What follows belongs to an exercise in optimizing a design on an open flow for small area, a short achievable clock period and few clock cycles; a production flow would make more cautious choices.
Function was not checked in any run shown here: the RTL went through the layout flow alone.
Power and IR drop assume default switching activity.

<file path="flow/run.sh">
#!/bin/bash
# synth_recipe.tcl (not shown) runs the flow's synth.tcl, then flattens the netlist and writes it again
# the make line also repeats each setting of config.mk as NAME=value (left out here)
make -C /OpenROAD-flow-scripts/flow DESIGN_CONFIG=/design/flow/config.mk WORK_HOME=/design/flow/orfs CLKGATE_MAP_FILE= SYNTH_SCRIPT=/design/flow/synth_recipe.tcl finish
</file>
<file path="flow/config.mk">
export PLATFORM = sky130hd
export DESIGN_NAME = hid_rx
export DESIGN_NICKNAME = hid_rx
export VERILOG_FILES = /design/flow/design.v
export SDC_FILE = /design/flow/constraint.sdc
export NUM_CORES = 4
export LEC_CHECK = 0
export CAP_MARGIN = 20
export CORE_MARGIN = 2
export CORE_UTILIZATION = 40
export SETUP_SLACK_MARGIN = 0
export SLEW_MARGIN = 20
</file>
<file path="flow/constraint.sdc">
create_clock -name core_clock -period 4.5 [get_ports {clk}]
set_input_delay 0.9000 -clock core_clock [delete_from_list [all_inputs] [get_ports {clk}]]
set_output_delay 0.9000 -clock core_clock [all_outputs]
set_load 0.01 [all_outputs]
</file>
<file path="flow/design.v">
module hid_keyval (
    input  wire [7:0] code,
    input  wire       shift,
    output wire [7:0] val
);
    wire [7:0] c = code;
    wire lo   = (c[7:5] == 3'd0);
    wire mid  = (c[7:6] == 2'd0);
    wire letter = lo && (c[4:0] >= 5'd4) && (c[4:0] <= 5'd29);
    wire [7:0] lval = {2'b01, ~shift, c[4:0] - 5'd3};
    reg  [7:0] t;
    always @(*) begin
        case ({c[5:0], shift})
            {6'h1E,1'b0}: t = 8'h31; {6'h1E,1'b1}: t = 8'h21;
            {6'h1F,1'b0}: t = 8'h32; {6'h1F,1'b1}: t = 8'h40;
            {6'h20,1'b0}: t = 8'h33; {6'h20,1'b1}: t = 8'h23;
            {6'h21,1'b0}: t = 8'h34; {6'h21,1'b1}: t = 8'h24;
            {6'h22,1'b0}: t = 8'h35; {6'h22,1'b1}: t = 8'h25;
            {6'h23,1'b0}: t = 8'h36; {6'h23,1'b1}: t = 8'h5E;
            {6'h24,1'b0}: t = 8'h37; {6'h24,1'b1}: t = 8'h26;
            {6'h25,1'b0}: t = 8'h38; {6'h25,1'b1}: t = 8'h2A;
            {6'h26,1'b0}: t = 8'h39; {6'h26,1'b1}: t = 8'h28;
            {6'h27,1'b0}: t = 8'h30; {6'h27,1'b1}: t = 8'h29;
            {6'h28,1'b0}: t = 8'h0D; {6'h28,1'b1}: t = 8'h0D;
            {6'h2B,1'b0}: t = 8'h09; {6'h2B,1'b1}: t = 8'h0B;
            {6'h2C,1'b0}: t = 8'h20; {6'h2C,1'b1}: t = 8'h20;
            {6'h2D,1'b0}: t = 8'h2D; {6'h2D,1'b1}: t = 8'h5F;
            {6'h2E,1'b0}: t = 8'h3D; {6'h2E,1'b1}: t = 8'h2B;
            {6'h2F,1'b0}: t = 8'h5B; {6'h2F,1'b1}: t = 8'h7B;
            {6'h30,1'b0}: t = 8'h5D; {6'h30,1'b1}: t = 8'h7D;
            {6'h31,1'b0}: t = 8'h5C; {6'h31,1'b1}: t = 8'h7C;
            {6'h32,1'b0}: t = 8'h23; {6'h32,1'b1}: t = 8'h7E;
            {6'h33,1'b0}: t = 8'h3B; {6'h33,1'b1}: t = 8'h3A;
            {6'h34,1'b0}: t = 8'h27; {6'h34,1'b1}: t = 8'h22;
            {6'h35,1'b0}: t = 8'h60; {6'h35,1'b1}: t = 8'h7E;
            {6'h36,1'b0}: t = 8'h2C; {6'h36,1'b1}: t = 8'h3C;
            {6'h37,1'b0}: t = 8'h2E; {6'h37,1'b1}: t = 8'h3E;
            {6'h38,1'b0}: t = 8'h2F; {6'h38,1'b1}: t = 8'h3F;
            default: t = 8'h00;
        endcase
    end
    reg [7:0] n;
    always @(*) begin
        case (c[6:0])
            7'h4A: n = 8'h02;
            7'h4C: n = 8'h7F;
            7'h4D: n = 8'h03;
            7'h4F: n = 8'h13;
            7'h50: n = 8'h14;
            7'h51: n = 8'h12;
            7'h52: n = 8'h11;
            default: n = 8'h00;
        endcase
    end
    assign val = letter ? lval : mid ? t : c[7] ? 8'h00 : n;
endmodule
module hid_rx (
    input  wire        clk,
    input  wire        rst,
    input  wire        in_valid,
    output wire        in_ready,
    input  wire [1:0]  in_class,      
    input  wire [7:0]  in_len,
    input  wire [63:0] in_data,       
    input  wire        hs_we,
    input  wire [2:0]  hs_id,
    input  wire        hs_en,
    output reg         res_valid,
    output reg  [7:0]  res_code,
    output reg  [47:0] res_data,
    output reg         ev_valid,
    input  wire        ev_ready,
    output reg  [2:0]  ev_id,
    output reg         ev_t,
    output reg         ev_deliver,
    output reg  [7:0]  kbd_lastkey,
    output reg         kbd_pressed,
    output reg  [15:0] ptr_x,
    output reg  [15:0] ptr_y,
    output reg         ptr_primary,
    output reg  [9:0]  btn_prev,
    output reg  [2:0]  drop_flags     
);
    localparam [1:0] CLS_NONE = 2'd0, CLS_KBD = 2'd1, CLS_PTR = 2'd2, CLS_GEN = 2'd3;
    localparam [7:0] R_OK    = 8'h00;
    localparam [7:0] D_SHORT = 8'h10;
    localparam [7:0] D_STATE = 8'h11;
    localparam [7:0] D_KEY   = 8'h15;
    reg  rdy;
    assign in_ready = rdy;
    wire accept = in_valid & rdy;
    wire [7:0] b0 = in_data[7:0];
    wire       shift = b0[1] | b0[5];
    wire [7:0] kcode [0:5];
    wire [7:0] kval  [0:5];
    wire [5:0] krec;          
    wire [5:0] knz;           
    genvar k;
    generate
        for (k = 0; k < 6; k = k + 1) begin : g_key
            assign kcode[k] = in_data[8*(k+2) +: 8];
            hid_keyval u_kv (.code(kcode[k]), .shift(shift), .val(kval[k]));
            assign krec[k] = hid_keyrec(kcode[k]);
            assign knz[k]  = (kcode[k] != 8'd0);
        end
    endgenerate
    wire [5:0] ksel = {krec[5],
                       krec[4] & ~krec[5],
                       krec[3] & ~|krec[5:4],
                       krec[2] & ~|krec[5:3],
                       krec[1] & ~|krec[5:2],
                       krec[0] & ~|krec[5:1]};
    function hid_keyrec;
        input [7:0] c;
        begin
            if (c[7])
                hid_keyrec = 1'b0;
            else if (c[6])
                hid_keyrec = (c[5:0] == 6'h0A) || (c[5:0] == 6'h0C) || (c[5:0] == 6'h0D) ||
                             (c[5:0] == 6'h0F) || (c[5:0] == 6'h10) || (c[5:0] == 6'h11) ||
                             (c[5:0] == 6'h12);
            else
                hid_keyrec = (c[5:0] >= 6'h04) && (c[5:0] <= 6'h38) &&
                             (c[5:0] != 6'h29) && (c[5:0] != 6'h2A);
        end
    endfunction
    wire in_short = (in_class == CLS_KBD) ? (in_len[7:3] == 5'd0) :
                    (in_class == CLS_PTR) ? ((in_len[7:2] == 6'd0) && (in_len[1:0] != 2'd3)) :
                                            (in_len[7:2] == 6'd0);
    reg         r_v;
    reg  [1:0]  r_cls;
    reg         r_short;
    reg         r_b0;        
    reg  [7:0]  r_b1;
    reg  [7:0]  r_b2;
    reg  [3:0]  r_b3;        
    reg  [47:0] r_kv;        
    reg  [5:0]  r_sel;
    reg         r_any;
    reg         r_unrec;
    reg         r_c0z;
    reg         r_hwe;
    reg  [2:0]  r_hid;
    reg         r_hen;
    always @(posedge clk) begin
        r_cls   <= in_class;
        r_short <= in_short;
        r_b0    <= b0[0];
        r_b1    <= in_data[15:8];
        r_b2    <= in_data[23:16];
        r_b3    <= in_data[31:28];
        r_kv    <= {kval[5], kval[4], kval[3], kval[2], kval[1], kval[0]};
        r_sel   <= ksel;
        r_any   <= |krec;
        r_unrec <= |(knz & ~krec);
        r_c0z   <= ~knz[0];
        r_hid   <= hs_id;
        r_hen   <= hs_en;
        if (rst) begin
            r_v   <= 1'b0;
            r_hwe <= 1'b0;
        end else begin
            r_v   <= accept;
            r_hwe <= hs_we;
        end
    end
    wire is_kbd = r_v && (r_cls == CLS_KBD) && !r_short;
    wire is_ptr = r_v && (r_cls == CLS_PTR) && !r_short;
    wire is_gen = r_v && (r_cls == CLS_GEN) && !r_short;
    wire [9:0] gbits   = {r_b3[3], r_b3[0], r_b3[1], r_b3[2], r_b2[5:0]};
    wire [7:0] changed = gbits[7:0] ^ btn_prev[7:0];
    wire       push    = is_gen && (changed != 8'd0);
    reg [7:0] klast;
    integer j;
    always @(*) begin
        klast = 8'd0;
        for (j = 0; j < 6; j = j + 1)
            klast = klast | (r_kv[8*j +: 8] & {8{r_sel[j]}});
    end
    wire [8:0] px_lo = {1'b0, ptr_x[7:0]} + {1'b0, r_b1};
    wire [8:0] py_lo = {1'b0, ptr_y[7:0]} + {1'b0, r_b2};
    wire [7:0] px_inc = ptr_x[15:8] + 8'd1;
    wire [7:0] px_dec = ptr_x[15:8] - 8'd1;
    wire [7:0] py_inc = ptr_y[15:8] + 8'd1;
    wire [7:0] py_dec = ptr_y[15:8] - 8'd1;
    wire [7:0] px_hi = (px_lo[8] == r_b1[7]) ? ptr_x[15:8] : px_lo[8] ? px_inc : px_dec;
    wire [7:0] py_hi = (py_lo[8] == r_b2[7]) ? ptr_y[15:8] : py_lo[8] ? py_inc : py_dec;
    always @(posedge clk) begin
        res_code <= !r_v                 ? R_OK :
                    (r_cls == CLS_NONE)  ? D_STATE :
                    r_short              ? D_SHORT :
                    (is_kbd && r_unrec)  ? D_KEY : R_OK;
        res_data <= is_kbd ? r_kv :
                    is_ptr ? {15'd0, r_b0, {8{r_b2[7]}}, r_b2, {8{r_b1[7]}}, r_b1} :
                    is_gen ? {38'd0, gbits} : 48'd0;
    end
    reg [7:0] handlers;
    always @(posedge clk) begin
        if (rst) begin
            handlers    <= 8'd0;
            res_valid   <= 1'b0;
            kbd_lastkey <= 8'd0;
            kbd_pressed <= 1'b0;
            ptr_x       <= 16'd0;
            ptr_y       <= 16'd0;
            ptr_primary <= 1'b0;
            btn_prev    <= 10'd0;
            drop_flags  <= 3'd0;
        end else begin
            if (r_hwe)
                handlers[r_hid] <= r_hen;
            res_valid <= r_v;
            if (r_v && r_cls == CLS_NONE)
                drop_flags[1] <= 1'b1;
            if (r_v && r_cls != CLS_NONE && r_short)
                drop_flags[0] <= 1'b1;
            if (is_kbd) begin
                if (r_any)
                    kbd_lastkey <= klast;
                if (r_c0z)
                    kbd_pressed <= 1'b0;
                else if (r_any)
                    kbd_pressed <= 1'b1;
                if (r_unrec)
                    drop_flags[2] <= 1'b1;
            end
            if (is_ptr) begin
                ptr_x       <= {px_hi, px_lo[7:0]};
                ptr_y       <= {py_hi, py_lo[7:0]};
                ptr_primary <= r_b0;
            end
            if (is_gen)
                btn_prev <= gbits;
        end
    end
    localparam integer QF = 3;
    reg  [7:0] f_mask [0:QF-1];
    reg  [7:0] f_dlv  [0:QF-1];
    reg  [QF-1:0] f_v;
    reg  [7:0] w_mask, w_dlv;
    reg        w_v;
    reg  [7:0] ev_btn;
    wire [7:0] w_low  = w_mask & ~{w_mask[6:0] | {w_mask[5:0], 1'b0} | {w_mask[4:0], 2'b0} |
                                   {w_mask[3:0], 3'b0} | {w_mask[2:0], 4'b0} | {w_mask[1:0], 5'b0} |
                                   {w_mask[0], 6'b0}, 1'b0};
    wire [7:0] w_rest = w_mask & ~w_low;
    wire       w_last = (w_rest == 8'd0);
    wire [2:0] w_id   = {|w_low[7:4], |{w_low[7:6], w_low[3:2]},
                         |{w_low[7], w_low[5], w_low[3], w_low[1]}};
    wire load   = !ev_valid || ev_ready;
    wire w_take = !w_v || (load && w_last);      
    wire f_pop  = w_take && f_v[0];
    wire [QF-1:0] f_v_sh = f_pop ? {1'b0, f_v[QF-1:1]} : f_v;
    wire [QF-1:0] f_v_n  = push ? {f_v_sh[QF-2:0], 1'b1} : f_v_sh;
    wire [7:0] in_bits = {in_data[28], in_data[29], in_data[30], in_data[21:16]};
    wire [7:0] in_prev = is_gen ? gbits[7:0] : btn_prev[7:0];
    wire       in_push = accept && (in_class == CLS_GEN) && (in_len[7:2] != 6'd0) &&
                         (in_bits != in_prev);
    always @(posedge clk) begin
        if (rst) begin
            f_v        <= {QF{1'b0}};
            w_v        <= 1'b0;
            rdy        <= 1'b0;
            ev_btn     <= 8'd0;
            ev_valid   <= 1'b0;
            ev_id      <= 3'd0;
            ev_t       <= 1'b0;
            ev_deliver <= 1'b0;
        end else begin
            f_v  <= f_v_n;
            rdy  <= !f_v_n[QF-1] && !(f_v_n[QF-2] && in_push);
            if (w_take)
                w_v <= f_v[0];
            if (load) begin
                ev_valid <= w_v;
                if (w_v) begin
                    ev_id      <= w_id;
                    ev_t       <= ~|(w_low & ev_btn);
                    ev_deliver <= |(w_low & w_dlv);
                    ev_btn     <= ev_btn ^ w_low;
                end
            end
        end
    end
    integer e;
    always @(posedge clk) begin
        if (w_take) begin
            w_mask <= f_mask[0];
            w_dlv  <= f_dlv[0];
        end else if (load) begin
            w_mask <= w_rest;
        end
        for (e = 0; e < QF; e = e + 1) begin
            if (!f_v_sh[e] && (e == 0 || f_v_sh[e-1])) begin
                f_mask[e] <= changed;
                f_dlv[e]  <= handlers;
            end else if (f_pop && e < QF - 1) begin
                f_mask[e] <= f_mask[e+1];
                f_dlv[e]  <= f_dlv[e+1];
            end
        end
    end
endmodule
</file>
==> flow_summary_export.csv, run 1 <==
group,metric,value,unit
run_status,status,"no timing/DRC/antenna violations",
power,p_sw,1.64,mW
detailed_routing,wl_met1,22.7,mm
cts,clk_pin_slew_worst_paths,0.06,ns
sta,tightestPinTransition,0.942,ns
synthesis,synth.distinct_cells,82,
sta,clock_skew,0.0233,ns
sta,setup_violations,0,
setup_path,worstPathMaxFanout,6,
global_routing,grt_first_pass_wirelength,80.7,mm
power,power.density,298,nW/µm²
sta,fin_crit,3.87,ns
cts,cts_num_sinks,275,
cts,root_buffer,"clkbuf_16",
setup_path,cp_num_buf_inv,1,
final_layout,finalInstanceArea,20300,µm²
detailed_routing,vias,15500,
cts,cts_setup_buffers,0,
synthesis,synth_edf_count,64,
global_routing,grt_pass1_vias,14600,
power,pwr-share-seq,0.441,
power,ir_drop,0.356,mV
power,p_leak,7.98,nW
synthesis,netlist_instances,1971,
final_layout,mostFrequentLayoutCells,"nand2_1, dfxtp_1, clkdlybuf4s50_1, nor2_1, a21oi_1",
final_layout,final_common_cell,"nand2_1",
synthesis,async_flop_share,0,
cts,htreeDepth,1,
floorplanning,fp.dieW,209,µm
final_layout,diodes,0,
setup_path,critPathSlowestCell,"o41ai_1",
floorplanning,die_h,209,µm
cts,clockBufferDepth,3,
synthesis,seq_area_frac_synth,0.365,
cts,ctsHoldBuffers,0,
place,place_inst,2626,
power,p_sw_frac,0.270,
sta,period_share,0.859,
setup_path,arrival,4.37,ns
sta,fmax,0.259,GHz
global_routing,grtUsageTotal,0.229,
detailed_routing,highest_layer,"met4",
detailed_routing,drt_pass1_iterations,5,
global_routing,grt_overflow_total,0,
floorplanning,dieArea,43800,µm²
setup_path,critPathMaxStageDelay,0.48,ns
final_layout,syn2layout_area_growth,20.7,%
sta,setup_tns,0,ns
detailed_routing,drt_iter0_drc,1190,
sta,finalHoldViolations,0,
cts,tritoncts,"done",
final_layout,nets,2319,
setup_path,cp.required,5.01,ns
setup_path,endpoint_kind,"flop",
sta,drv_slew,0,
detailed_routing,viasPerCell,5.76,
floorplanning,io_pins,202,
cts,numCtsBuffers,31,
power,internal_power,4.42,mW
setup_path,crit_chain,"ha_1 -> fa_1 -> a211oi_1 -> o21ai_0 -> a31o_2 -> inv_1 -> ha_1 -> a21oi_1 -> o211ai_1 -> o41ai_1 -> xnor2_1 -> or3_1 -> a21oi_1",
synthesis,synthFlopType,"dfxtp_1",
floorplanning,core,41800,µm²
setup_path,path_delay_family,"compound AO/OA/AOI/OAI gates",
min_path,worstHoldPathType,"reg2reg",
cts,insertion_delay,0.58,ns
detailed_routing,routedWlPerCell,19.2,µm
sta,setup_slack,0.634,ns
power,pwr-share-comb,0.148,
sta,relSlewSlack,0.371,
final_layout,final_util,0.487,
setup_path,critPathLaunchType,"flop",
cts,cts_resized,0,
synthesis,netlist_area,16800,µm²
final_layout,fin_cells,2684,
place,place_congestion,0.947,
detailed_routing,drc,0,
final_layout,drive_above_1_share,0.0844,
sta,grt_setup_unrepaired,"false",
synthesis,yosysWarnings,8,
sta,hold_slack,0.405,ns
final_layout,nFillCells,3993,
synthesis,ys_seq_elements,275,
floorplanning,rows,75,
place,pre_cts_ws,0.732,ns
floorplanning,start_util,0.403,
detailed_routing,routed_wl,51.6,mm
detailed_routing,met3_wirelength,3.89,mm
synthesis,avgSynthCellArea,8.55,µm²
global_routing,antenna_found_initial,0,
global_routing,grt_max_degree,47,
power,p_clk_frac,0.411,
power,p_total,6.06,mW
place,place_area,19300,µm²
detailed_routing,antenna_left,0,
setup_path,crit_type,"reg2reg",
place,port_buffers,188,
detailed_routing,route.met2.wl,23.0,mm
run,drv_cap,0,
place,dp_hpwl,38.2,mm
## synth_stat cells, types with 14 or more instances
master	instances	area, µm²
nand2_1	215	807
o21ai_0	98	490
nand2b_1	33	206
mux2i_1	29	290
nor2_1	167	627
mux2_2	26	293
inv_1	65	244
a221oi_1	19	166
xor2_1	27	236
a21oi_1	137	686
a22oi_1	38	285
nand3_1	41	205
and2_1	22	138
dfxtp_1	211	4220
ha_1	112	1400
nor2b_1	50	313
o31ai_1	17	128
a211oi_1	27	203
clkbuf_1	101	379
o22ai_1	21	131
xnor2_1	41	359
a21o_1	16	120
edfxtp_1	64	1920
buf_1	18	67.6
a31oi_1	23	144
nor3_1	57	285
o21a_1	14	105
o211ai_1	18	135
## flip-flops by register name, indices dropped and copies added, names as in the netlist, 2 cells and up
name	cells
res_data	45
r_kv	42
f_dlv	24
f_mask	24
ptr_x	16
ptr_y	16
btn_prev	10
ev_btn	8
handlers	8
r_b1	8
r_b2	8
w_dlv	8
w_mask	8
kbd_lastkey	7
r_sel	6
r_b3	4
drop_flags	3
ev_id	3
f_v	3
r_hid	3
res_code	3
r_cls	2
## path summary, 6_finish.rpt
kind,cells after the start,slack [ns],endpoint,start
min,1,0.41,kbd_pressed,r_c0z
max,13,0.63,ptr_x[15],r_b1[0]
min reg2reg,1,0.41,kbd_pressed,r_c0z
max reg2reg,13,0.63,ptr_x[15],r_b1[0]
## cell families (layout without fill, tap and decap cells)
kind of cell,Yosys count,count (layout),share of synthesized area
AOI/OAI and AO/OA,555,555,0.222
xor gates and xnor gates,68,68,0.0354
adders and majority gates,118,118,0.0891
buffers and inverters,202,369,0.0478
DFF,275,275,0.365
muxes,67,67,0.0462
other,1,8,0.000223
and+or+nand+nor,685,685,0.195
## power by group through the flow
stage	Sequential, mW	Clock [mW]	Combinational (mW)
floorplan	2.70	0	0.570
global placement	2.73	0	0.870
detailed placement	2.73	0	0.878
CTS	2.67	2.56	0.884
global route	2.68	2.66	0.980
finish	2.67	2.49	0.897
## routing by layer
layer,global-route usage,up-vias
li1,-,7445
met1,0.312,7264
met2,0.360,636
met3,0.0376,113
met4,0.0929,0
met5,0,-
## cell type report
cell class | instances | area [µm²] | share of cell area
clock buffer | 36 | 805 | 0.0396
timing repair buffer | 243 | 2300 | 0.113
clock inverter | 22 | 206 | 0.0102
tap | 539 | 674 | 0.0332
sequential | 275 | 6150 | 0.302
inverter | 68 | 255 | 0.0125
multi-input combinational | 1501 | 9950 | 0.489
==> inputs of run 2 (changes only) <==
--- a/flow/config.mk
+++ b/flow/config.mk
@@ -10,3 +10,3 @@
 export CORE_UTILIZATION = 40
-export SETUP_SLACK_MARGIN = 0
+export SETUP_SLACK_MARGIN = 2.0
 export SLEW_MARGIN = 20
==> run 2 against run 1 <==
- still clean
- final area grew 13%
- final cell count grew 3.9%
- core utilization grew 6.3 points
- largest cell class unchanged
- highest routed layer unchanged
==> flow_summary_export.csv, run 2 <==
group,metric,value,unit
floorplanning,io_pins,202,
sta,fin_crit,3.13,ns
floorplanning,core,41800,µm²
synthesis,avgSynthCellArea,8.55,µm²
detailed_routing,antenna_left,0,
synthesis,netlist_instances,1971,
floorplanning,fp.dieW,209,µm
synthesis,synthTopCellsByArea,"dfxtp_1, edfxtp_1, ha_1, nand2_1, a21oi_1",
detailed_routing,drt_pass1_iterations,6,
cts,insertion_delay,0.55,ns
synthesis,ys_seq_elements,275,
place,place_area,19900,µm²
place,dp_hpwl,37.7,mm
place,pre_cts_ws,1.00,ns
sta,setup_slack,1.37,ns
power,p_total,6.51,mW
detailed_routing,viasPerCell,5.79,
global_routing,grtUsageTotal,0.246,
final_layout,largest_register,"res_data",
synthesis,yosysWarnings,8,
final_layout,syn2layout_area_growth,36.4,%
final_layout,mostFrequentLayoutCells,"nand2_1, dfxtp_1, nor2_1, clkdlybuf4s50_1, a21oi_1",
place,place_congestion,0.945,
floorplanning,dieArea,43800,µm²
global_routing,grt_pass1_vias,15400,
sta,period_share,0.696,
detailed_routing,drc,0,
cts,clk_pin_slew_worst_paths,0.06,ns
detailed_routing,drt_iter0_drc,1455,
final_layout,final_common_cell,"nand2_1",
synthesis,synth.top_cell.area_share,0.251,
run_status,status,"no timing/DRC/antenna violations",
sta,drv_slew,0,
global_routing,antenna_found_initial,1,
final_layout,nets,2426,
setup_path,crit_type,"reg2reg",
final_layout,reg.largest.list,"res_data x45, r_kv x42",
final_layout,drive_above_1_share,0.202,
synthesis,yosys.area.top_type,"dfxtp_1",
min_path,holdCritStartpoint,"r_c0z",
sta,grt_setup_unrepaired,"true",
sta,fmax,0.319,GHz
power,ir_drop,0.255,mV
setup_path,cp.required,4.95,ns
setup_path,r2r_cells,13,
setup_path,r2r_slack,1.37,ns
global_routing,grt_overflow_total,0,
cts,tritoncts,"done",
synthesis,synthTopCellsByCount,"nand2_1, dfxtp_1, nor2_1, a21oi_1, ha_1",
min_path,worst_hold_path.num_cells,1,
final_layout,multi_input_area,11200,µm²
sta,setup_tns,0,ns
final_layout,fin_cells,2790,
setup_path,worstPathMaxFanout,5,
final_layout,seq_area,6170,µm²
synthesis,synth.distinct_cells,82,
synthesis,synth_edf_count,64,
final_layout,final_util,0.550,
cts,htreeDepth,2,
sta,hold_slack,0.404,ns
synthesis,yosysMostFrequentCell,"nand2_1",
global_routing,grt_max_degree,89,
cts,cts_num_sinks,275,
floorplanning,start_util,0.403,
global_routing,grt_first_pass_wirelength,86.0,mm
setup_path,r2r_end,"ptr_x[15]",
synthesis,seq_area_frac_synth,0.365,
sta,tightestPinTransition,1.04,ns
min_path,worstHoldPathType,"reg2reg",
cts,clockBufferDepth,3,
cts,numCtsBuffers,34,
final_layout,diodes,0,
synthesis,synthFlopType,"dfxtp_1",
floorplanning,die_h,209,µm
place,place_inst,2616,
run,drv_cap,0,
setup_path,endpoint_kind,"flop",
sta,relSlewSlack,0.303,
cts,ctsHoldBuffers,0,
power,power.density,283,nW/µm²
min_path,worst_hold_path.endpoint,"kbd_pressed",
synthesis,async_flop_share,0,
synthesis,netlist_area,16800,µm²
sta,finalHoldViolations,0,
final_layout,largest_reg_flops,45,
setup_path,reg2reg_from,"r_b1[0]",
sta,clock_skew,0.0251,ns
setup_path,critPathLaunchType,"flop",
detailed_routing,routedWlPerCell,20.0,µm
floorplanning,rows,75,
detailed_routing,routed_wl,55.7,mm
setup_path,arrival,3.58,ns
final_layout,finalInstanceArea,23000,µm²
place,port_buffers,188,
cts,root_buffer,"clkbuf_16",
detailed_routing,vias,16200,
sta,setup_violations,0,
power,p_leak,9.09,nW
final_layout,nFillCells,3764,
run 2: cell counts after synthesis:
Identical to the previous run, type by type.
run 2: worst max-delay path by stage:
stage / cells after the start / endpoint / from / slack [ns]
2_1_floorplan: 13 / ptr_x[15] / ptr_x[0] / 1.57
3_3_place_gp: 8 / r_kv[9] / in_data[25] / 1.01
3_5_place_dp: 10 / r_sel[2] / in_data[56] / 1.00
4_1_cts: 13 / ptr_y[15] / r_b2[0] / 1.30
5_1_grt: 13 / ptr_x[15] / ptr_x[0] / 1.24
6_report: 13 / ptr_x[15] / r_b1[0] / 1.37
run 2: cell families after synthesis:
logic type,synth area share
AND/OR/NAND/NOR,0.195
XOR/XNOR,0.0354
adder cells (fa/ha/maj),0.0891
other,0.000223
AO/OA/AOI/OAI,0.222
flip-flops,0.365
buffers and inverters,0.0478
multiplexers,0.0462
run 2: routing by layer:
| metal | up-vias | track usage | wire (µm) |
|---|---|---|---|
| met1 | 7657 | 0.324 | 24200 |
| met5 | - | 0 | 0 |
| met3 | 133 | 0.0412 | 3770 |
| met2 | 671 | 0.399 | 25500 |
| met4 | 0 | 0.104 | 2250 |
| li1 | 7690 | - | - |
run 2: critical path, cell delays in order (launching register included):
cell and delay (ns):
dfxtp_4 0.35, ha_4 0.16, fa_2 0.37, a211oi_4 0.29
o21ai_2 0.08, a31o_4 0.26, inv_8 0.09, ha_4 0.20
a21oi_4 0.12, o211ai_1 0.13, o41ai_2 0.39, xnor2_1 0.16
or3_1 0.34, a21oi_2 0.11
run 2: final cells by class:
type / instances / area share
clock inverter: 12 / 0.00686
clock buffer: 48 / 0.0415
tap: 539 / 0.0294
multi-input combinational: 1505 / 0.490
timing repair buffer: 342 / 0.149
inverter: 68 / 0.0149
timing repair inverter: 1 / 0.000708
sequential: 275 / 0.268
run 2: what timing repair did:
item                                    CTS  global route
gates resized for setup                 135           120
pin swaps                                54            52
endpoints found under the setup margin  169           115
setup buffers                            75            30
cloned                                    8             1
run 2: where the power goes:
part           internal (mW)  total [mW]  leakage, nW  switching, mW
combinational          0.495        1.11         6.17          0.611
sequential              2.60        2.67         2.38         0.0720
clock                   1.66        2.73        0.539           1.08
total                   4.75        6.51         9.09           1.76
==> inputs of run 3 (changes only) <==
--- a/flow/design.v
+++ b/flow/design.v
@@ -179,10 +179,10 @@
     end
-    wire [8:0] px_lo = {1'b0, ptr_x[7:0]} + {1'b0, r_b1};
-    wire [8:0] py_lo = {1'b0, ptr_y[7:0]} + {1'b0, r_b2};
-    wire [7:0] px_inc = ptr_x[15:8] + 8'd1;
-    wire [7:0] px_dec = ptr_x[15:8] - 8'd1;
-    wire [7:0] py_inc = ptr_y[15:8] + 8'd1;
-    wire [7:0] py_dec = ptr_y[15:8] - 8'd1;
-    wire [7:0] px_hi = (px_lo[8] == r_b1[7]) ? ptr_x[15:8] : px_lo[8] ? px_inc : px_dec;
-    wire [7:0] py_hi = (py_lo[8] == r_b2[7]) ? ptr_y[15:8] : py_lo[8] ? py_inc : py_dec;
+    wire [8:0] px_lo, py_lo;
+    hid_add8 u_ax (.a(ptr_x[7:0]), .b(r_b1), .s(px_lo));
+    hid_add8 u_ay (.a(ptr_y[7:0]), .b(r_b2), .s(py_lo));
+    wire [7:0] px_inc, px_dec, py_inc, py_dec;
+    hid_step8 u_sx (.a(ptr_x[15:8]), .inc(px_inc), .dec(px_dec));
+    hid_step8 u_sy (.a(ptr_y[15:8]), .inc(py_inc), .dec(py_dec));
+    wire [7:0] px_hi = px_lo[8] ? (r_b1[7] ? ptr_x[15:8] : px_inc) : (r_b1[7] ? px_dec : ptr_x[15:8]);
+    wire [7:0] py_hi = py_lo[8] ? (r_b2[7] ? ptr_y[15:8] : py_inc) : (r_b2[7] ? py_dec : ptr_y[15:8]);
     always @(posedge clk) begin
@@ -235,8 +235,11 @@
     end
-    localparam integer QF = 3;
-    reg  [7:0] f_mask [0:QF-1];
-    reg  [7:0] f_dlv  [0:QF-1];
-    reg  [QF-1:0] f_v;
+    reg  [7:0] q_mask [0:2];
+    reg  [7:0] q_dlv  [0:2];
+    reg  [2:0] q_one;         
+    reg  [2:0] q_v;
+    reg  [2:0] q_hd;          
+    reg  [2:0] q_tl;
     reg  [7:0] w_mask, w_dlv;
     reg        w_v;
+    reg        w_last;
     reg  [7:0] ev_btn;
@@ -246,3 +249,2 @@
     wire [7:0] w_rest = w_mask & ~w_low;
-    wire       w_last = (w_rest == 8'd0);
     wire [2:0] w_id   = {|w_low[7:4], |{w_low[7:6], w_low[3:2]},
@@ -251,5 +253,10 @@
     wire w_take = !w_v || (load && w_last);      
-    wire f_pop  = w_take && f_v[0];
-    wire [QF-1:0] f_v_sh = f_pop ? {1'b0, f_v[QF-1:1]} : f_v;
-    wire [QF-1:0] f_v_n  = push ? {f_v_sh[QF-2:0], 1'b1} : f_v_sh;
+    wire h_v    = |(q_hd & q_v);
+    wire pop    = w_take && h_v;
+    wire [7:0] h_mask = ({8{q_hd[0]}} & q_mask[0]) | ({8{q_hd[1]}} & q_mask[1]) |
+                        ({8{q_hd[2]}} & q_mask[2]);
+    wire [7:0] h_dlv  = ({8{q_hd[0]}} & q_dlv[0]) | ({8{q_hd[1]}} & q_dlv[1]) |
+                        ({8{q_hd[2]}} & q_dlv[2]);
+    wire       h_one  = |(q_hd & q_one);
+    wire [2:0] q_v_n = (q_v & ~({3{pop}} & q_hd)) | ({3{push}} & q_tl);
     wire [7:0] in_bits = {in_data[28], in_data[29], in_data[30], in_data[21:16]};
@@ -258,5 +265,21 @@
                          (in_bits != in_prev);
+    function one8;
+        input [7:0] m;
+        integer b;
+        reg seen, two;
+        begin
+            seen = 1'b0; two = 1'b0;
+            for (b = 0; b < 8; b = b + 1) begin
+                two  = two | (seen & m[b]);
+                seen = seen | m[b];
+            end
+            one8 = seen & ~two;
+        end
+    endfunction
+    wire w_two = one8(w_rest);
     always @(posedge clk) begin
         if (rst) begin
-            f_v        <= {QF{1'b0}};
+            q_v        <= 3'd0;
+            q_hd       <= 3'b001;
+            q_tl       <= 3'b001;
             w_v        <= 1'b0;
@@ -269,6 +292,9 @@
         end else begin
-            f_v  <= f_v_n;
-            rdy  <= !f_v_n[QF-1] && !(f_v_n[QF-2] && in_push);
+            q_v <= q_v_n;
+            if (push) q_tl <= {q_tl[1:0], q_tl[2]};
+            if (pop)  q_hd <= {q_hd[1:0], q_hd[2]};
+            rdy <= !(&q_v_n) &&
+                   !(in_push && ((q_v_n[0] & q_v_n[1]) | (q_v_n[0] & q_v_n[2]) | (q_v_n[1] & q_v_n[2])));
             if (w_take)
-                w_v <= f_v[0];
+                w_v <= h_v;
             if (load) begin
@@ -287,14 +313,14 @@
         if (w_take) begin
-            w_mask <= f_mask[0];
-            w_dlv  <= f_dlv[0];
+            w_mask <= h_mask;
+            w_dlv  <= h_dlv;
+            w_last <= h_one;
         end else if (load) begin
             w_mask <= w_rest;
+            w_last <= w_two;
         end
-        for (e = 0; e < QF; e = e + 1) begin
-            if (!f_v_sh[e] && (e == 0 || f_v_sh[e-1])) begin
-                f_mask[e] <= changed;
-                f_dlv[e]  <= handlers;
-            end else if (f_pop && e < QF - 1) begin
-                f_mask[e] <= f_mask[e+1];
-                f_dlv[e]  <= f_dlv[e+1];
+        for (e = 0; e < 3; e = e + 1) begin
+            if (q_tl[e] && !q_v[e]) begin
+                q_mask[e] <= changed;
+                q_dlv[e]  <= handlers;
+                q_one[e]  <= one8(changed);
             end
@@ -303 +329,51 @@
 endmodule
+module hid_add8 (
+    input  wire [7:0] a,
+    input  wire [7:0] b,
+    output wire [8:0] s
+);
+    wire [7:0] g = a & b;
+    wire [7:0] p = a ^ b;
+    wire g10 = g[1] | (p[1] & g[0]);
+    wire g32 = g[3] | (p[3] & g[2]);
+    wire p32 = p[3] & p[2];
+    wire g54 = g[5] | (p[5] & g[4]);
+    wire g76 = g[7] | (p[7] & g[6]);
+    wire p76 = p[7] & p[6];
+    wire g30 = g32 | (p32 & g10);
+    wire g20 = g[2] | (p[2] & g10);
+    wire g64 = g[6] | (p[6] & g54);
+    wire p54 = p[5] & p[4];
+    wire g74 = g76 | (p76 & g54);
+    wire p74 = p76 & p54;
+    wire p64 = p[6] & p54;
+    wire [8:0] c;
+    assign c[0] = 1'b0;
+    assign c[1] = g[0];
+    assign c[2] = g10;
+    assign c[3] = g20;
+    assign c[4] = g30;
+    assign c[5] = g[4] | (p[4] & g30);
+    assign c[6] = g54 | (p54 & g30);
+    assign c[7] = g64 | (p64 & g30);
+    assign c[8] = g74 | (p74 & g30);
+    assign s = {c[8], p ^ c[7:0]};
+endmodule
+module hid_step8 (
+    input  wire [7:0] a,
+    output wire [7:0] inc,
+    output wire [7:0] dec
+);
+    genvar i;
+    generate
+        for (i = 0; i < 8; i = i + 1) begin : g_b
+            if (i == 0) begin : g_0
+                assign inc[0] = ~a[0];
+                assign dec[0] = ~a[0];
+            end else begin : g_n
+                assign inc[i] = a[i] ^ (&a[i-1:0]);
+                assign dec[i] = a[i] ^ ~(|a[i-1:0]);
+            end
+        end
+    endgenerate
+endmodule
--- a/flow/config.mk
+++ b/flow/config.mk
@@ -10,3 +10,3 @@
 export CORE_UTILIZATION = 40
-export SETUP_SLACK_MARGIN = 2.0
+export SETUP_SLACK_MARGIN = 1.6
 export SLEW_MARGIN = 20
==> run 3 against run 2 <==
- sequential power rose by 5%
- critical path type is now in2reg
- via count decreased by 3.8%
- maximum frequency up 11%
- critical endpoint is now r_any
==> flow_summary_export.csv, run 3 <==
group,metric,value,unit
global_routing,grt_pass1_vias,14400,
final_layout,reg.largest.list,"res_data x45, r_kv x42",
floorplanning,die_h,209,µm
place,pre_cts_ws,0.717,ns
setup_path,path_delay_family,"compound AO/OA/AOI/OAI gates",
setup_path,r2r_cells,10,
global_routing,grtUsageTotal,0.228,
floorplanning,io_pins,202,
setup_path,worstPathMaxFanout,7,
final_layout,largest_reg_flops,45,
power,power.density,307,nW/µm²
floorplanning,fp.dieW,209,µm
synthesis,synth_edf_count,68,
cts,numCtsBuffers,31,
detailed_routing,routedWlPerCell,19.4,µm
detailed_routing,viasPerCell,5.85,
setup_path,critPathSlowestCell,"or4b_1",
detailed_routing,drt_iter0_drc,1461,
detailed_routing,antenna_left,0,
sta,fmax,0.356,GHz
final_layout,syn2layout_area_growth,21.1,%
synthesis,yosys.area.top_type,"dfxtp_1",
place,dp_hpwl,37.8,mm
power,internal_power,4.54,mW
synthesis,synthFlopType,"dfxtp_1",
final_layout,final_common_cell,"dfxtp_1",
place,place_congestion,0.930,
sta,finalHoldViolations,0,
power,pwr-share-comb,0.146,
global_routing,grt_max_degree,68,
synthesis,synthTopCellsByCount,"dfxtp_1, nand2_1, nor2_1, a21oi_1",
synthesis,synth.top_cell.area_share,0.259,
sta,period_share,0.624,
setup_path,cp_num_buf_inv,3,
global_routing,antenna_found_initial,0,
sta,tightestPinTransition,0.994,ns
cts,htreeDepth,1,
floorplanning,rows,74,
sta,setup_violations,0,
run_status,status,"no timing/DRC/antenna violations",
final_layout,finalInstanceArea,20300,µm²
sta,relSlewSlack,0.336,
synthesis,ys_seq_elements,285,
floorplanning,core,41100,µm²
setup_path,path_depth,10,
final_layout,drive_above_1_share,0.0886,
synthesis,avgSynthCellArea,8.58,µm²
sta,setup_slack,1.69,ns
synthesis,yosysMostFrequentCell,"dfxtp_1",
cts,clockBufferDepth,3,
cts,cts_num_sinks,285,
run,drv_cap,0,
synthesis,seq_area_frac_synth,0.381,
final_layout,nets,2285,
setup_path,arrival,3.27,ns
synthesis,netlist_area,16800,µm²
global_routing,grt_overflow_total,0,
synthesis,synth.distinct_cells,106,
cts,insertion_delay,0.60,ns
cts,tritoncts,"done",
cts,clk_pin_slew_worst_paths,0.06,ns
floorplanning,dieArea,43600,µm²
setup_path,crit_type,"in2reg",
min_path,worst_hold_path.num_cells,1,
final_layout,largest_register,"res_data",
sta,drv_slew,0,
power,p_sw,1.69,mW
detailed_routing,routed_wl,51.4,mm
place,port_buffers,188,
power,p_clk_frac,0.405,
power,ir_drop,0.372,mV
sta,hold_slack,0.421,ns
sta,fin_crit,2.81,ns
synthesis,synthTopCellsByArea,"dfxtp_1, edfxtp_1, ha_1, a21oi_1, nand2_1",
sta,clock_skew,0.0222,ns
min_path,worstHoldPathType,"reg2reg",
final_layout,mostFrequentLayoutCells,"dfxtp_1, nand2_1, clkdlybuf4s50_1, nor2_1, a21oi_1",
sta,setup_tns,0,ns
power,p_sw_frac,0.271,
floorplanning,start_util,0.408,
setup_path,endpoint_kind,"flop",
cts,root_buffer,"clkbuf_16",
setup_path,crit_chain,"clkdlybuf4s50_1 -> inv_1 -> ha_2 -> inv_1 -> o21ai_0 -> o21ai_0 -> a21oi_1 -> a21oi_4 -> nand3b_4 -> or4b_1",
setup_path,cp.required,4.96,ns
place,place_area,19100,µm²
detailed_routing,drc,0,
synthesis,yosysWarnings,6,
synthesis,netlist_instances,1953,
sta,grt_setup_unrepaired,"true",
power,pwr-share-seq,0.450,
setup_path,critPathMaxStageDelay,0.50,ns
synthesis,async_flop_share,0,
power,p_leak,7.92,nW
setup_path,critPathLaunchType,"input pin",
detailed_routing,vias,15500,
detailed_routing,drt_pass1_iterations,6,
final_layout,diodes,0,
global_routing,grt_first_pass_wirelength,81.2,mm
run 3: cell types whose count changed in the layout (fill, tap and decap cells not counted), moves of 21 or more:
cell             change
a21oi_1             +37
ha_1                +30
o21ai_0             +22
mux2_4              -33
clkdlybuf4s50_1     +35
ha_4                -45
a222oi_1            +21
inv_1               +31
buf_4               -64
run 3: routing by layer:
metal,track usage,vias up,wire [µm]
met1,0.324,7381,23500
li1,-,7459,-
met4,0.0616,0,1310
met5,0,-,0
met2,0.361,614,23000
met3,0.0353,81,3580
run 3: per-stage QoR:
step	power (mW)	utilization	cells
after floorplan	3.40	-	1960
after global placement	3.73	0.465	2596
after detailed placement	3.73	0.465	2596
after CTS	6.26	0.490	2653
after global routing	6.47	0.494	2654
final	6.23	0.494	2654
run 3: final timing paths:
check,slack [ns],endpoint,start
min reg2reg,0.42,kbd_pressed,r_c0z
min,0.42,kbd_pressed,r_c0z
max reg2reg,1.80,ptr_y[14],r_b2[0]
max,1.69,r_any,in_data[49]
run 3: worst register-to-register path, delay by kind of cell (launching register included):
family,cells,cell delay (ns)
AO/OA/AOI/OAI,4,0.71
adder cells (fa/ha/maj),2,0.57
buffers and inverters,1,0.05
flip-flops,1,0.42
multiplexers,2,0.65
AND/OR/NAND/NOR,1,0.19
run 3: power groups by stage:
| stage | sequential [mW] | combinational [mW] | clock, mW |
|---|---|---|---|
| floorplan | 2.81 | 0.591 | 0 |
| global placement | 2.85 | 0.873 | 0 |
| detailed placement | 2.85 | 0.874 | 0 |
| CTS | 2.80 | 0.881 | 2.58 |
| global route | 2.81 | 0.994 | 2.67 |
| finish | 2.80 | 0.907 | 2.52 |
run 3: cells by family after synthesis:
logic type               count (synthesis)  share of synthesized area
multiplexers                            43                     0.0284
other                                    1                   0.000224
adder cells (fa/ha/maj)                106                     0.0815
flip-flops                             285                      0.381
XOR/XNOR                                48                     0.0260
AND/OR/NAND/NOR                        647                      0.186
AO/OA/AOI/OAI                          601                      0.241
buffers and inverters                  222                     0.0556
run 3: final cells by class:
| type | count | area [µm²] |
|---|---|---|
| flip-flops and latches | 285 | 6390 |
| well taps | 532 | 666 |
| clock inverters | 17 | 183 |
| fillers | 3925 | 20800 |
| inverters | 89 | 340 |
| repair buffers | 238 | 2290 |
| clock buffers | 40 | 820 |
| multi-input cells | 1453 | 9610 |
run 3: what timing repair did:
action / in CTS / in global routing
resized for setup: 9 / 45
buffers inserted: 0 / 1
pin swaps: 1 / 5
setup endpoints to repair: 8 / 23
hold buffers: 0 / 0
==> inputs of run 4 (changes only) <==
--- a/flow/config.mk
+++ b/flow/config.mk
@@ -10,3 +10,3 @@
 export CORE_UTILIZATION = 40
-export SETUP_SLACK_MARGIN = 1.6
+export SETUP_SLACK_MARGIN = 2.2
 export SLEW_MARGIN = 20
==> run 4 against run 3 <==
- core utilization increased by 3.9 points
- final area grew 7.9%
- die area unchanged
- highest routed layer unchanged
- clock skew down 0.0026 ns
==> flow_summary_export.csv, run 4 <==
group,metric,value,unit
place,place_area,19300,µm²
synthesis,synthTopCellsByCount,"dfxtp_1, nand2_1, nor2_1, a21oi_1",
sta,finalHoldViolations,0,
setup_path,r2r_cells,11,
sta,drv_slew,0,
cts,htreeDepth,1,
global_routing,grt_pass1_vias,14900,
final_layout,final_common_cell,"nand2_1",
setup_path,cp_num_buf_inv,2,
setup_path,r2r_end,"ptr_x[14]",
final_layout,diodes,0,
setup_path,path_delay_family,"compound AO/OA/AOI/OAI gates",
global_routing,gr-usage-met3,0.0379,
final_layout,nFillCells,3834,
floorplanning,start_util,0.408,
setup_path,worstPathMaxFanout,11,
setup_path,r2r_slack,2.10,ns
place,place_inst,2589,
sta,fmax,0.414,GHz
sta,tightestPinTransition,0.973,ns
setup_path,arrival,2.87,ns
synthesis,synthTopCellsByArea,"dfxtp_1, edfxtp_1, ha_1, a21oi_1, nand2_1",
synthesis,synth_edf_count,68,
global_routing,grt_overflow_total,0,
cts,cts_num_sinks,285,
synthesis,avgSynthCellArea,8.58,µm²
cts,numCtsBuffers,31,
synthesis,seq_area_frac_synth,0.381,
detailed_routing,antenna_left,0,
run,drv_cap,0,
sta,setup_violations,0,
synthesis,synthFlopType,"dfxtp_1",
setup_path,crit_type,"in2reg",
final_layout,drive_above_1_share,0.211,
detailed_routing,vias,16000,
floorplanning,die_h,209,µm
min_path,worstHoldPathType,"reg2reg",
min_path,worst_hold_path.endpoint,"kbd_pressed",
global_routing,met1_usage,0.328,
power,ir_drop,0.257,mV
floorplanning,dieArea,43600,µm²
synthesis,synth.distinct_cells,106,
cts,insertion_delay,0.59,ns
synthesis,yosysWarnings,6,
sta,relSlewSlack,0.348,
setup_path,critPathMaxStageDelay,0.48,ns
detailed_routing,drt_pass1_iterations,6,
synthesis,async_flop_share,0,
min_path,holdCritStartpoint,"r_c0z",
global_routing,grt_first_pass_wirelength,84.1,mm
run_status,status,"no timing/DRC/antenna violations",
setup_path,cp.required,4.95,ns
detailed_routing,drc,0,
sta,fin_crit,2.42,ns
final_layout,seq_area,6450,µm²
detailed_routing,drt_iter0_drc,1677,
final_layout,syn2layout_area_growth,30.7,%
global_routing,antenna_found_initial,0,
sta,clock_skew,0.0196,ns
final_layout,largest_register,"res_data",
sta,setup_tns,0,ns
synthesis,yosys.area.top_type,"dfxtp_1",
setup_path,endpoint_kind,"flop",
floorplanning,fp.dieW,209,µm
final_layout,multi_input_area,10500,µm²
setup_path,critPathSlowestCell,"or4b_1",
cts,clk_pin_slew_worst_paths,0.06,ns
cts,ctsHoldBuffers,0,
global_routing,gr-usage-met2,0.385,
floorplanning,core,41100,µm²
synthesis,netlist_instances,1953,
global_routing,grtUsageTotal,0.239,
floorplanning,io_pins,202,
final_layout,largest_reg_flops,45,
floorplanning,rows,74,
final_layout,reg.largest.list,"res_data x45, r_kv x42",
global_routing,grt_max_degree,66,
setup_path,crit_chain,"clkdlybuf4s15_1 -> buf_6 -> ha_4 -> o31ai_2 -> o2bb2ai_1 -> a21o_1 -> a21oi_4 -> nand3b_4 -> or4b_1",
detailed_routing,routed_wl,54.7,mm
cts,tritoncts,"done",
sta,period_share,0.537,
place,place_congestion,0.916,
synthesis,netlist_area,16800,µm²
power,power.density,298,nW/µm²
cts,root_buffer,"clkbuf_16",
cts,clockBufferDepth,3,
final_layout,nets,2364,
final_layout,mostFrequentLayoutCells,"nand2_1, dfxtp_1, nor2_1, a21oi_1, dlygate4sd2_1",
final_layout,finalInstanceArea,21900,µm²
synthesis,yosysMostFrequentCell,"dfxtp_1",
synthesis,ys_seq_elements,285,
final_layout,fin_cells,2734,
setup_path,reg2reg_from,"ptr_x[0]",
sta,grt_setup_unrepaired,"true",
synthesis,synth.top_cell.area_share,0.259,
setup_path,critPathLaunchType,"input pin",
detailed_routing,routedWlPerCell,20.0,µm
place,dp_hpwl,38.0,mm
power,p_leak,9.08,nW
detailed_routing,viasPerCell,5.85,
min_path,worst_hold_path.num_cells,1,
place,port_buffers,188,
global_routing,top_usage_layer,"met2",
==> run 4: changes by cell type in the layout (fill, tap and decap cells not counted), moves of 20 or more <==
cell,delta
dfxtp_2,+30
buf_4,+48
o21ai_0,-25
ha_1,-30
dlygate4sd2_1,+113
ha_4,+27
clkdlybuf4s50_1,-146
buf_6,+20
o21ai_1,+20
dfxtp_1,-37
==> run 4: per-layer routing <==
layer  routed length, µm  vias to the layer above
met3                3480                       91
met5                   0                        -
met2               25100                      619
li1                    -                     7606
met1               24600                     7666
met4                1500                        0
==> run 4: metrics by stage <==
stage	worst slack (ns)	util	hold slack, ns	total power, mW
CTS	2.00	0.518	0.425	6.50
global placement	0.837	0.470	0.400	3.74
global route	2.02	0.533	0.465	6.77
finish	2.08	0.533	0.416	6.52
floorplan	1.78	-	0.391	3.43
detailed placement	0.800	0.470	0.419	3.75
==> run 4: final cells by class <==
type	count	area share
Multi-Input combinational cell	1453	0.477
Sequential cell	285	0.295
Timing Repair Buffer	314	0.129
Clock buffer	45	0.0420
Tap cell	532	0.0304
Inverter	89	0.0178
Clock inverter	13	0.00794
Timing Repair inverter	3	0.00103
==> run 4: power breakdown <==
part | switching (mW) | internal (mW)
clock network | 1.08 | 1.60
logic | 0.602 | 0.443
registers | 0.0946 | 2.71
==> run 4: repair_timing <==
action                     in CTS  in global routing
hold endpoints to repair        0                  0
pin swaps                      47                 60
buffers inserted               44                 38
setup endpoints to repair     198                 68
cloned                          5                  0
resized for setup             369                131
==> run 4: worst max-delay path by stage <==
stage | startpoint | slack [ns] | depth (start not counted) | end
final | in_data[49] | 2.08 | 9 | r_any
after global routing | ptr_x[0] | 2.02 | 11 | ptr_x[14]
after CTS | in_data[45] | 2.00 | 8 | r_any
after detailed placement | in_data[33] | 0.80 | 8 | r_any
after global placement | in_data[33] | 0.84 | 8 | r_any
after floorplan | in_data[5] | 1.78 | 11 | r_kv[41]
==> run 4: cell families after synthesis <==
family                     synth area share
other                              0.000224
muxes                                0.0284
buffers and inverters                0.0556
DFF                                   0.381
and+or+nand+nor                       0.186
xor gates and xnor gates             0.0260
AOI/OAI and AO/OA                     0.241
adders and majority gates            0.0815
==> inputs of run 5 (changes only) <==
==> flow/flow/run.sh (new file) <==
#!/bin/bash
# The standard layout, with plain buf_1 cells as the port buffers
# (the resizer sizes them up where timing needs it).
set -euo pipefail
export BUFFER_PORTS_ARGS="-buffer_cell sky130_fd_sc_hd__buf_1"
bash standard.sh > standard_flow.log 2>&1
==> flow/standard.sh (new file) <==
#!/bin/bash
# synth_recipe.tcl (not shown) runs the flow's synth.tcl, then flattens the netlist and writes it again
# the make line also repeats each setting of config.mk as NAME=value (left out here)
make -C /OpenROAD-flow-scripts/flow DESIGN_CONFIG=/design/flow/config.mk WORK_HOME=/design/flow/orfs CLKGATE_MAP_FILE= SYNTH_SCRIPT=/design/flow/synth_recipe.tcl "${@:-finish}"
removed: flow/run.sh
==> run 5 against run 4 <==
- still clean
- register-to-register slack better by 0.03 ns
- combinational power hardly changed
- sequential share of layout area is 1.3 points higher
- routed wire length is 0.34% lower
- power is 1.6% lower
- core utilization is 2.5 points lower
- first-iteration DRC count is 16% lower
- critical path type unchanged
- critical endpoint is now r_kv[20]
==> flow_summary_export.csv, run 5 <==
group,metric,value,unit
run_status,status,"no timing/DRC/antenna violations",
synthesis,synth.distinct_cells,106,
final_layout,fin_cells,2714,
place,place_congestion,0.943,
power,p_clk_frac,0.406,
floorplanning,io_pins,202,
final_layout,nFillCells,3896,
synthesis,yosysMostFrequentCell,"dfxtp_1",
global_routing,grt_pass1_vias,14800,
synthesis,synth.top_cell.area_share,0.259,
synthesis,synth_xor_area_frac,0.0260,
floorplanning,core,41100,µm²
sta,drv_slew,0,
sta,setup_violations,0,
final_layout,largest_reg_flops,45,
synthesis,avgSynthCellArea,8.58,µm²
place,place_inst,2581,
setup_path,arrival,2.87,ns
floorplanning,rows,74,
min_path,worstHoldPathType,"in2reg",
min_path,worst_hold_path.endpoint,"r_b1[4]",
sta,grt_setup_unrepaired,"true",
place,pre_cts_ws,0.863,ns
synthesis,netlist_instances,1953,
sta,tightestPinTransition,0.968,ns
synthesis,synthSimpleGateAreaFrac,0.186,
setup_path,r2r_cells,11,
min_path,worst_hold_path.num_cells,1,
synthesis,synth_top_family_by_area,"compound AO/OA/AOI/OAI gates",
synthesis,synth-compound-area-share,0.241,
detailed_routing,vias,16000,
final_layout,mostFrequentLayoutCells,"dfxtp_1, nand2_1, nor2_1, buf_1, a21oi_1",
detailed_routing,drc,0,
place,port_buffers,188,
sta,period_share,0.546,
cts,clk_pin_slew_worst_paths,0.06,ns
min_path,holdCritStartpoint,"in_data[12]",
setup_path,worstPathMaxFanout,9,
final_layout,multi_input_area,10600,µm²
final_layout,syn2layout_area_growth,24.6,%
floorplanning,die_h,209,µm
place,dp_hpwl,37.6,mm
final_layout,final_common_cell,"dfxtp_1",
power,ir_drop,0.264,mV
sta,setup_slack,2.04,ns
synthesis,synthTopCellsByArea,"dfxtp_1, edfxtp_1, ha_1, a21oi_1, nand2_1",
detailed_routing,routedWlPerCell,20.1,µm
power,p_total,6.42,mW
power,pwr-share-comb,0.157,
cts,insertion_delay,0.57,ns
setup_path,r2r_end,"ptr_y[15]",
detailed_routing,routed_wl,54.5,mm
setup_path,crit_type,"in2reg",
final_layout,finalInstanceArea,20900,µm²
setup_path,cp.required,4.91,ns
final_layout,reg.largest.list,"res_data x45, r_kv x42",
setup_path,critPathLaunchType,"input pin",
sta,relSlewSlack,0.352,
power,power.density,307,nW/µm²
detailed_routing,drt_iter0_drc,1415,
synthesis,synthFlopType,"dfxtp_1",
cts,root_buffer,"clkbuf_16",
synthesis,synthTopCellsByCount,"dfxtp_1, nand2_1, nor2_1, a21oi_1",
synthesis,ys_seq_elements,285,
setup_path,reg2reg_from,"r_b2[0]",
synthesis,yosysWarnings,6,
sta,fin_crit,2.46,ns
cts,cts_num_sinks,285,
floorplanning,fp.dieW,209,µm
power,pwr-share-seq,0.437,
sta,setup_tns,0,ns
synthesis,yosys.area.top_type,"dfxtp_1",
detailed_routing,viasPerCell,5.90,
run,drv_cap,0,
cts,clockBufferDepth,3,
synthesis,synth-adder-area-share,0.0815,
final_layout,final_util,0.508,
cts,htreeDepth,1,
final_layout,diodes,0,
synthesis,synthMuxAreaShare,0.0284,
power,p_sw_frac,0.270,
detailed_routing,antenna_left,0,
place,place_area,18100,µm²
final_layout,drive_above_1_share,0.201,
power,p_sw,1.74,mW
detailed_routing,drt_pass1_iterations,5,
global_routing,grt_overflow_total,0,
cts,tritoncts,"done",
setup_path,endpoint_kind,"flop",
synthesis,netlist_area,16800,µm²
final_layout,seq_area,6420,µm²
power,p_leak,8.00,nW
power,internal_power,4.68,mW
floorplanning,dieArea,43600,µm²
sta,hold_slack,0.423,ns
global_routing,grt_first_pass_wirelength,82.8,mm
global_routing,grtUsageTotal,0.234,
final_layout,nets,2346,
sta,clock_skew,0.0179,ns
synthesis,async_flop_share,0,
sta,finalHoldViolations,0,
setup_path,r2r_slack,2.13,ns
cts,numCtsBuffers,30,
synthesis,synth_edf_count,68,
floorplanning,start_util,0.408,
global_routing,grt_max_degree,65,
synthesis,seq_area_frac_synth,0.381,
global_routing,antenna_found_initial,0,
final_layout,largest_register,"res_data",
sta,fmax,0.407,GHz
run 5: cell counts after synthesis:
No cell type changed its count.
run 5: power groups by stage:
stage / clock network (mW) / registers [mW] / logic, mW
after floorplan: 0 / 2.81 / 0.618
after global placement: 0 / 2.86 / 0.823
after detailed placement: 0 / 2.86 / 0.829
after CTS: 2.65 / 2.80 / 0.892
after global routing: 2.75 / 2.81 / 1.09
final: 2.61 / 2.80 / 1.01
run 5: final cells by class:
type                            instances  share of cell area
Inverter                               89              0.0189
Clock buffer                           45              0.0438
Sequential cell                       285               0.308
Tap cell                              532              0.0319
Multi-Input combinational cell       1453               0.505
Timing Repair inverter                  2            0.000779
Timing Repair Buffer                  298              0.0852
Clock inverter                         10             0.00665
run 5: layer usage:
metal  GRT usage  wire length (µm)
met5           0                 0
met4      0.0741              1800
met3      0.0347              3630
met2       0.382             25200
met1       0.319             23900
run 5: cells by family (layout without fill, tap and decap cells):
family | count (synthesis) | after routing
AO/OA/AOI/OAI | 601 | 601
XOR/XNOR | 48 | 48
adder cells (fa/ha/maj) | 106 | 106
buffers and inverters | 222 | 444
flip-flops | 285 | 285
multiplexers | 43 | 43
other | 1 | 8
AND/OR/NAND/NOR | 647 | 647
run 5: how the worst max path moves through the flow:
stage	start	end	slack, ns	depth (start not counted)
after floorplan	in_data[5]	r_kv[41]	1.78	11
after global placement	in_data[33]	r_any	0.92	8
after detailed placement	in_data[33]	r_any	0.86	8
after CTS	in_data[1]	r_kv[32]	2.06	11
after global routing	in_data[5]	r_kv[20]	1.98	12
final	in_data[5]	r_kv[20]	2.04	12
run 5: timing repair:
action / CTS / global route
pin swaps: 39 / 74
cloned: 1 / 1
setup buffers: 35 / 41
endpoints found under the setup margin: 64 / 55
gates resized for setup: 128 / 168
hold buffers: 0 / 0
endpoints found under the hold margin: 0 / 0
run 5: critical path: stages:
cell and delay (ns):
buf_8 0.11, or2_4 0.33, buf_12 0.16, buf_12 0.13, buf_4 0.14, ha_4 0.20
a2bb2oi_1 0.15, nor2_1 0.18, o21ai_1 0.10, a32o_1 0.27, nand2b_1 0.11, a221oi_2 0.08
==> inputs of run 6 (changes only) <==
--- a/flow/config.mk
+++ b/flow/config.mk
@@ -9,3 +9,3 @@
 export CORE_MARGIN = 2
-export CORE_UTILIZATION = 40
+export CORE_UTILIZATION = 60
 export SETUP_SLACK_MARGIN = 2.2
==> run 6 against run 5 <==
- routed wire length fell by 8.9%
- sequential cell count unchanged
- power shrank 3.9%
- sequential share of layout area increased by 1.1 points
- core utilization grew 22 points
- worst setup slack gained 0.046 ns
- global-route usage increased by 8.8 points
- register-to-register slack better by 0.02 ns
- clock power decreased by 7.7%
- non-clock buffer count decreased by 34
- sequential power about the same
- critical endpoint is now r_unrec
- largest cell class unchanged
==> flow_summary_export.csv, run 6 <==
group,metric,value,unit
final_layout,largest_register,"res_data",
synthesis,yosysWarnings,6,
min_path,holdCritStartpoint,"r_c0z",
sta,clock_skew,0.0172,ns
setup_path,r2r_end,"ptr_y[9]",
sta,drv_slew,0,
synthesis,netlist_area,16800,µm²
power,power.density,307,nW/µm²
cts,htreeDepth,1,
final_layout,largest_reg_flops,45,
setup_path,reg2reg_from,"r_b2[0]",
synthesis,async_flop_share,0,
min_path,worst_hold_path.num_cells,1,
setup_path,arrival,2.82,ns
setup_path,critPathLaunchType,"input pin",
sta,hold_slack,0.415,ns
cts,clockBufferDepth,3,
floorplanning,die_h,171,µm
synthesis,synth.distinct_cells,106,
place,port_buffers,188,
final_layout,nets,2310,
synthesis,synthTopCellsByCount,"dfxtp_1, nand2_1, nor2_1, a21oi_1",
detailed_routing,antenna_left,0,
final_layout,nFillCells,2116,
sta,finalHoldViolations,0,
detailed_routing,routed_wl,49.6,mm
setup_path,endpoint_kind,"flop",
final_layout,final_util,0.728,
final_layout,multi_input_area,10400,µm²
cts,tritoncts,"done",
synthesis,ys_seq_elements,285,
detailed_routing,vias,15800,
final_layout,fin_cells,2523,
detailed_routing,drt_iter0_drc,1467,
setup_path,worstPathMaxFanout,6,
detailed_routing,routedWlPerCell,19.7,µm
sta,relSlewSlack,0.352,
floorplanning,rows,61,
sta,tightestPinTransition,0.968,ns
floorplanning,core,27600,µm²
final_layout,diodes,0,
run,drv_cap,0,
global_routing,grt_pass1_vias,14500,
sta,setup_tns,0,ns
setup_path,cp.required,4.91,ns
min_path,worstHoldPathType,"reg2reg",
final_layout,drive_above_1_share,0.174,
final_layout,finalInstanceArea,20100,µm²
floorplanning,fp.dieW,171,µm
floorplanning,dieArea,29300,µm²
cts,root_buffer,"clkbuf_16",
min_path,worst_hold_path.endpoint,"kbd_pressed",
final_layout,mostFrequentLayoutCells,"dfxtp_1, nand2_1, nor2_1, buf_1, a21oi_1",
synthesis,synthFlopType,"dfxtp_1",
power,ir_drop,0.253,mV
sta,fin_crit,2.41,ns
sta,fmax,0.415,GHz
global_routing,antenna_found_initial,0,
cts,clk_pin_slew_worst_paths,0.06,ns
detailed_routing,viasPerCell,6.27,
setup_path,r2r_cells,11,
global_routing,grtUsageTotal,0.322,
place,dp_hpwl,33.7,mm
place,place_inst,2422,
global_routing,grt_overflow_total,0,
sta,setup_violations,0,
place,place_congestion,0.969,
synthesis,synthTopCellsByArea,"dfxtp_1, edfxtp_1, ha_1, a21oi_1, nand2_1",
cts,cts_num_sinks,285,
detailed_routing,drt_pass1_iterations,6,
floorplanning,io_pins,202,
global_routing,grt_first_pass_wirelength,76.4,mm
synthesis,avgSynthCellArea,8.58,µm²
final_layout,syn2layout_area_growth,20.0,%
final_layout,reg.largest.list,"res_data x45, r_kv x42",
cts,insertion_delay,0.55,ns
synthesis,yosys.area.top_type,"dfxtp_1",
power,p_total,6.17,mW
sta,grt_setup_unrepaired,"true",
place,place_area,17800,µm²
synthesis,synth_edf_count,68,
final_layout,final_common_cell,"dfxtp_1",
synthesis,seq_area_frac_synth,0.381,
sta,period_share,0.536,
setup_path,crit_type,"in2reg",
final_layout,seq_area,6420,µm²
cts,numCtsBuffers,28,
synthesis,synth.top_cell.area_share,0.259,
setup_path,r2r_slack,2.15,ns
synthesis,netlist_instances,1953,
place,pre_cts_ws,0.744,ns
global_routing,grt_max_degree,52,
sta,setup_slack,2.09,ns
synthesis,yosysMostFrequentCell,"dfxtp_1",
power,p_leak,7.75,nW
floorplanning,start_util,0.607,
detailed_routing,drc,0,
run_status,status,"no timing/DRC/antenna violations",
run 6: where the power goes:
group / switching, mW / leakage (nW) / internal [mW]
combinational: 0.581 / 4.79 / 0.376
clock: 0.962 / 0.477 / 1.45
sequential: 0.0946 / 2.47 / 2.71
run 6: area by class of cell:
class	count	share of cell area
clock inverter	18	0.00945
timing repair buffer	264	0.0741
clock buffer	34	0.0385
inverter	89	0.0193
timing repair inverter	2	0.000809
multi-input combinational	1453	0.515
sequential	285	0.319
tap	378	0.0235
run 6: critical path, stage by stage:
cell,delay [ns]
buf_2,0.13
inv_2,0.15
ha_4,0.20
inv_1,0.08
o21ai_1,0.23
nor2_1,0.08
a211oi_1,0.29
a311oi_2,0.12
buf_4,0.17
a221oi_2,0.35
nand4_1,0.13
run 6: what timing repair did:
item | 4_1_cts | 5_1_grt
resized for setup | 162 | 94
hold buffers | 0 | 0
cloned | 3 | 1
pin swaps | 44 | 50
endpoints found under the setup margin | 63 | 56
setup buffers | 35 | 10
run 6: how the worst max path moves through the flow:
stage | slack [ns] | cells after the start | endpoint | startpoint
final | 2.09 | 11 | r_unrec | in_data[33]
after global routing | 2.04 | 7 | r_any | in_data[24]
after CTS | 2.10 | 11 | r_kv[32] | in_data[1]
after detailed placement | 0.74 | 9 | r_unrec | in_data[24]
after global placement | 0.81 | 9 | r_unrec | in_data[24]
after floorplan | 1.78 | 11 | r_kv[41] | in_data[5]
run 6: logic make-up after synthesis:
kind of cell | synth area share
xor gates and xnor gates | 0.0260
AOI/OAI and AO/OA | 0.241
other | 0.000224
adders and majority gates | 0.0815
buffers and inverters | 0.0556
and+or+nand+nor | 0.186
DFF | 0.381
muxes | 0.0284
run 6: per-layer routing:
layer | track usage | routed length (µm) | share of wire | vias to the layer above
met5 | 0 | 0 | 0 | -
met2 | 0.534 | 23500 | 0.47 | 705
li1 | - | - | - | 7483
met3 | 0.0298 | 3290 | 0.066 | 126
met1 | 0.435 | 20800 | 0.42 | 7496
met4 | 0.127 | 2050 | 0.041 | 0

[separate check: timing with driven ports]
How much do the figures lean on ideal ports? The routed layouts below were timed once more, with nothing changed but the port constraints.
Step 1: set_driving_cell puts a clkbuf_16 on clk and a buf_2 on each other input, an assumption about the parent block.
Step 2 moves the port delays by t, midway between the first and last clock arrival at a register: inputs arrive t later, outputs are due t later. That takes back most of the time a late clock gives input paths.
a / b / c = no drivers / after step 1 / after step 2; a / b = the first two.
run	t, ns	setup slack, ns	worst setup path after step 2	slew at the worst register clock pin (ns)
run 1	0.620	0.634 / 0.634 / 0.634	register to register	0.06 / 0.06
run 2	0.590	1.369 / 1.369 / 1.369	register to register	0.06 / 0.06
run 3	0.646	1.691 / 1.717 / 1.071	input to register	0.07 / 0.07
run 4	0.635	2.085 / 2.099 / 1.481	input to register	0.06 / 0.06
run 5	0.617	2.041 / 2.059 / 1.441	input to register	0.07 / 0.07
run 6	0.586	2.088 / 2.116 / 1.530	input to register	0.07 / 0.07
After both steps every run listed still meets setup and hold. The setup slack of run 3, which loses most, moves by +0.026 ns with the drivers and by -0.620 ns with both steps.
